Context: an optimization exercise on an open-source flow, tuned for small area, a short achievable clock period and few clock cycles per item. The choices shown serve that exercise and are no tape-out recipe. The RTL was checked by simulation tests, not by an equivalence proof against the original design. Power and IR drop assume default switching activity.

// fsync_refmgr
module fsync_refmgr (
    input  wire        clk,
    input  wire        rst,
    input  wire        cmd_valid,
    output wire        cmd_ready,
    input  wire [31:0] cmd,
    output reg         done,
    output reg  [7:0]  status_code,
    output reg  [7:0]  last_opc,
    output reg  [31:0] result0,
    output reg  [31:0] result1,
    output reg         direction,
    output reg  [1:0]  p_refs,
    output reg  [1:0]  ref_count,
    output reg  [15:0] ref0,
    output reg  [15:0] ref1,
    output reg  [1:0]  prep_count,
    output reg  [15:0] prep0,
    output reg  [15:0] prep1,
    output reg  [4:0]  ring_count,
    output reg  [31:0] next_display,
    output reg  [5:0]  evq_count
);
    localparam MAX_REFS = 2;
    localparam RING_CAP = 16;
    localparam EVQ_CAP  = 32;
    localparam OP_NOP        = 8'h00;
    localparam OP_RESET      = 8'h01;
    localparam OP_EV_POP     = 8'h02;
    localparam OP_SET_DIR    = 8'h40;
    localparam OP_SET_PREFS  = 8'h41;
    localparam OP_REF_PREP   = 8'h42;
    localparam OP_REF_UPD    = 8'h43;
    localparam OP_POST_DEC   = 8'h44;
    localparam OP_REV_REMOVE = 8'h45;
    localparam ST_OK          = 8'h00;
    localparam ST_SELF_REF    = 8'h04;
    localparam ST_EMPTY       = 8'h05;
    localparam ST_INSUFF_REFS = 8'h14;
    localparam ST_ILLEGAL     = 8'h20;
    localparam ST_RING_FULL   = 8'h23;
    localparam ST_EVQ_FULL    = 8'h24;
    localparam ST_NOT_IN_LIST = 8'h25;
    localparam ST_STATE       = 8'h26;
    reg         ready;
    reg         cmd_v;
    assign cmd_ready = ready;
    reg  [7:0]  opc;
    reg         fld, refb;
    reg  [1:0]  ptype;
    reg  [15:0] frame;
    reg         op_ill, op_reset, op_pop, op_dir, op_prefs;
    reg         op_prep, op_upd, op_post, op_rem;
    reg         pusher;           
    wire [7:0] i_opc = cmd[31:24];
    wire       i_z23 = (cmd[23:0] == 24'd0);
    wire       i_z21 = (cmd[23:21] == 3'd0);
    wire       i_pt0 = (cmd[18:16] == 3'd0);
    wire       i_dir   = (i_opc == OP_SET_DIR) && (cmd[23:1] == 23'd0);
    wire       i_prefs = (i_opc == OP_SET_PREFS) && (cmd[23:2] == 22'd0) && (cmd[1] ^ cmd[0]);
    wire       i_prep  = (i_opc == OP_REF_PREP) && i_z21 && !cmd[19] && !cmd[18];
    wire       i_upd   = (i_opc == OP_REF_UPD) && i_z21 && i_pt0;
  ...
clock: 8.0 ns
lec_check: 0
cap_margin: 20
core_margin: 2
core_utilization: 60
setup_slack_margin: 5
slew_margin: 20
run.sh (not shown) runs the stock make flow with config.mk's settings and CLKGATE_MAP_FILE= SYNTH_SCRIPT=/design/flow/synth_recipe.tcl, a recipe that flattens the netlist after the stock synthesis.
Testbench counts at the start, summed over its fixed seeds: cycles 18,671, commands 18,562.
Rerun with:
--- a/flow/design.v
+++ b/flow/design.v
@@ -206,16 +206,15 @@
             default: req = 2'd0;
         endcase
     end
     wire evq_empty = (evq_count == 6'd0);
     wire evq_full  = evq_count[5];                               
     wire evq_room2 = (evq_count <= 6'd30);
     wire [6:0] evq_need = {1'b0, evq_count} + {2'b00, ring_count};
-    reg  [6:0] room;
-    wire evq_room_drain = !room[6];
+    wire evq_room_drain = (evq_need <= 7'd31);                   
     wire ring_full = ring_count[4];
     wire hit0 = (ref_count != 2'd0) && (ref0 == frame);
     wire hit1 = ref_count[1] && (ref1 == frame);
     wire upd_rel   = op_upd && ((refb && fld && ref_count == MAX_REFS) || !refb);
     wire upd_ok    = !upd_rel || !evq_full;
     wire post_ok   = !direction ? !evq_full : (refb ? evq_room_drain : !ring_full);
     wire rem_ok    = (hit0 || hit1) && (fld ? evq_room2 : !evq_full);
@@ -280,15 +279,14 @@
             prep_count   <= 2'd0;
             prep0        <= 16'd0;
             prep1        <= 16'd0;
             ring_count   <= 5'd0;
             evq_count    <= 6'd0;
             next_display <= 32'd0;
             pop_disp     <= 32'd0;
-            room         <= 7'd31;
         end else begin
             done  <= exec;
             rel2p <= 1'b0;
             if (!rel2p && xfer != 5'd0)
                 xfer <= xfer - 5'd1;
             if (exec) begin
                 last_opc    <= opc;
@@ -303,24 +301,22 @@
                     prep_count   <= 2'd0;
                     prep0        <= 16'd0;
                     prep1        <= 16'd0;
                     ring_count   <= 5'd0;
                     evq_count    <= 6'd0;
                     next_display <= 32'd0;
                     pop_disp     <= 32'd0;
-                    room         <= 7'd31;
                 end
                 if (op_pop) begin
                     if (evq_empty) begin
                         status_code <= ST_EMPTY;
                         result0     <= 32'd0;
                         result1     <= 32'd0;
                     end else begin
                         evq_count <= evq_count - 6'd1;
-                        room      <= room + 7'd1;
                         result0   <= {2'b00, evq_head[16], !evq_head[16], 12'd0, evq_head[15:0]};
                         if (evq_head[16]) begin
                             result1  <= pop_disp;
                             pop_disp <= pop_disp + 32'd1;
                         end else begin
                             result1  <= 32'd0;
                         end
@@ -362,18 +358,16 @@
                         status_code <= ST_INSUFF_REFS;
                     end
                 end
                 if (op_upd) begin
                     if (!upd_ok) begin
                         status_code <= ST_EVQ_FULL;
                     end else begin
-                        if (upd_rel) begin
+                        if (upd_rel)
                             evq_count <= evq_count + 6'd1;
-                            room      <= room - 7'd1;
-                        end
                         if (refb && fld) begin
                             if (ref_count == MAX_REFS) begin
                                 ref0 <= ref1;
                                 ref1 <= frame;
                             end else begin
                                 if (ref_count == 2'd0)
                                     ref0 <= frame;
@@ -385,16 +379,14 @@
                         if (refb && fld && ref_count != MAX_REFS)
                             result0 <= {30'd0, ref_count + 2'd1};
                         else
                             result0 <= {30'd0, ref_count};
                     end
                 end
                 if (op_post) begin
-                    if (post_ok)
-                        room <= room - 7'd1;
                     if (!post_ok) begin
                         status_code <= !direction || refb ? ST_EVQ_FULL : ST_RING_FULL;
                     end else if (!direction) begin
                         evq_count    <= evq_count + 6'd1;
                         next_display <= nd_inc;
                         result0      <= 32'd1;
                         result1      <= nd_inc;
@@ -414,15 +406,14 @@
                 if (op_rem) begin
                     if (!(hit0 || hit1)) begin
                         status_code <= ST_NOT_IN_LIST;
                     end else if (!rem_ok) begin
                         status_code <= ST_EVQ_FULL;
                     end else begin
                         evq_count <= evq_count + (fld ? 6'd2 : 6'd1);
-                        room      <= room - (fld ? 7'd2 : 7'd1);
                         rel2p     <= fld;
                         if (hit0)
                             ref0 <= ref1;
                         ref1      <= 16'd0;
                         ref_count <= ref_count - 2'd1;
                         result0   <= {30'd0, ref_count - 2'd1};
                     end
=>
- core utilization is higher by 0.97 points
- clock-buffer cell count is lower by 23
- setup slack is worse by 0.073 ns
- clock power is lower by about 2%
- hold slack is worse by 0.0039 ns
- total power is lower by about 2.7%
- register-to-register slack is worse by 0.13 ns
- non-clock buffer count is higher by 24
- clock skew barely changes
- sequential cell count is lower by 7
- sequential power is lower by 3.4%
- wire length is lower by about 1%
Testbench counts after the change, summed over its fixed seeds: cycles 18,671, commands 18,562.

static timing again, ports no longer ideal:
In the flow no input, the clock included, has a driving cell. The finished layouts below were timed again as built, in two steps.
Step 1 (the two cells are an assumption about what drives the block):
set clk [get_ports {clk}]
set_driving_cell -lib_cell sky130_fd_sc_hd__clkbuf_16 $clk
set_driving_cell -lib_cell sky130_fd_sc_hd__buf_2 [delete_from_list [all_inputs] $clk]
Step 2 also shifts input and output timing later by t, the mid clock arrival at the registers, as if the neighbouring blocks saw the same clock.
a / b / c = ideal ports / drivers / drivers and shift; a / b = the first two.
run	t, ns	setup WS [ns]	worst hold slack (ns)	worst register clock-pin slew, ns	worst data-port slew with drivers (ns)
the first run	0.748	4.975 / 4.903 / 4.383	0.411 / 0.411 / 0.411	0.07 / 0.07	0.09
the second run	0.749	4.902 / 4.853 / 4.297	0.407 / 0.407 / 0.407	0.07 / 0.07	0.05
After both steps setup and hold are still met in every run listed. The setup slack of the second run, which loses most, moves by -0.049 ns with the drivers and by -0.605 ns with both steps.
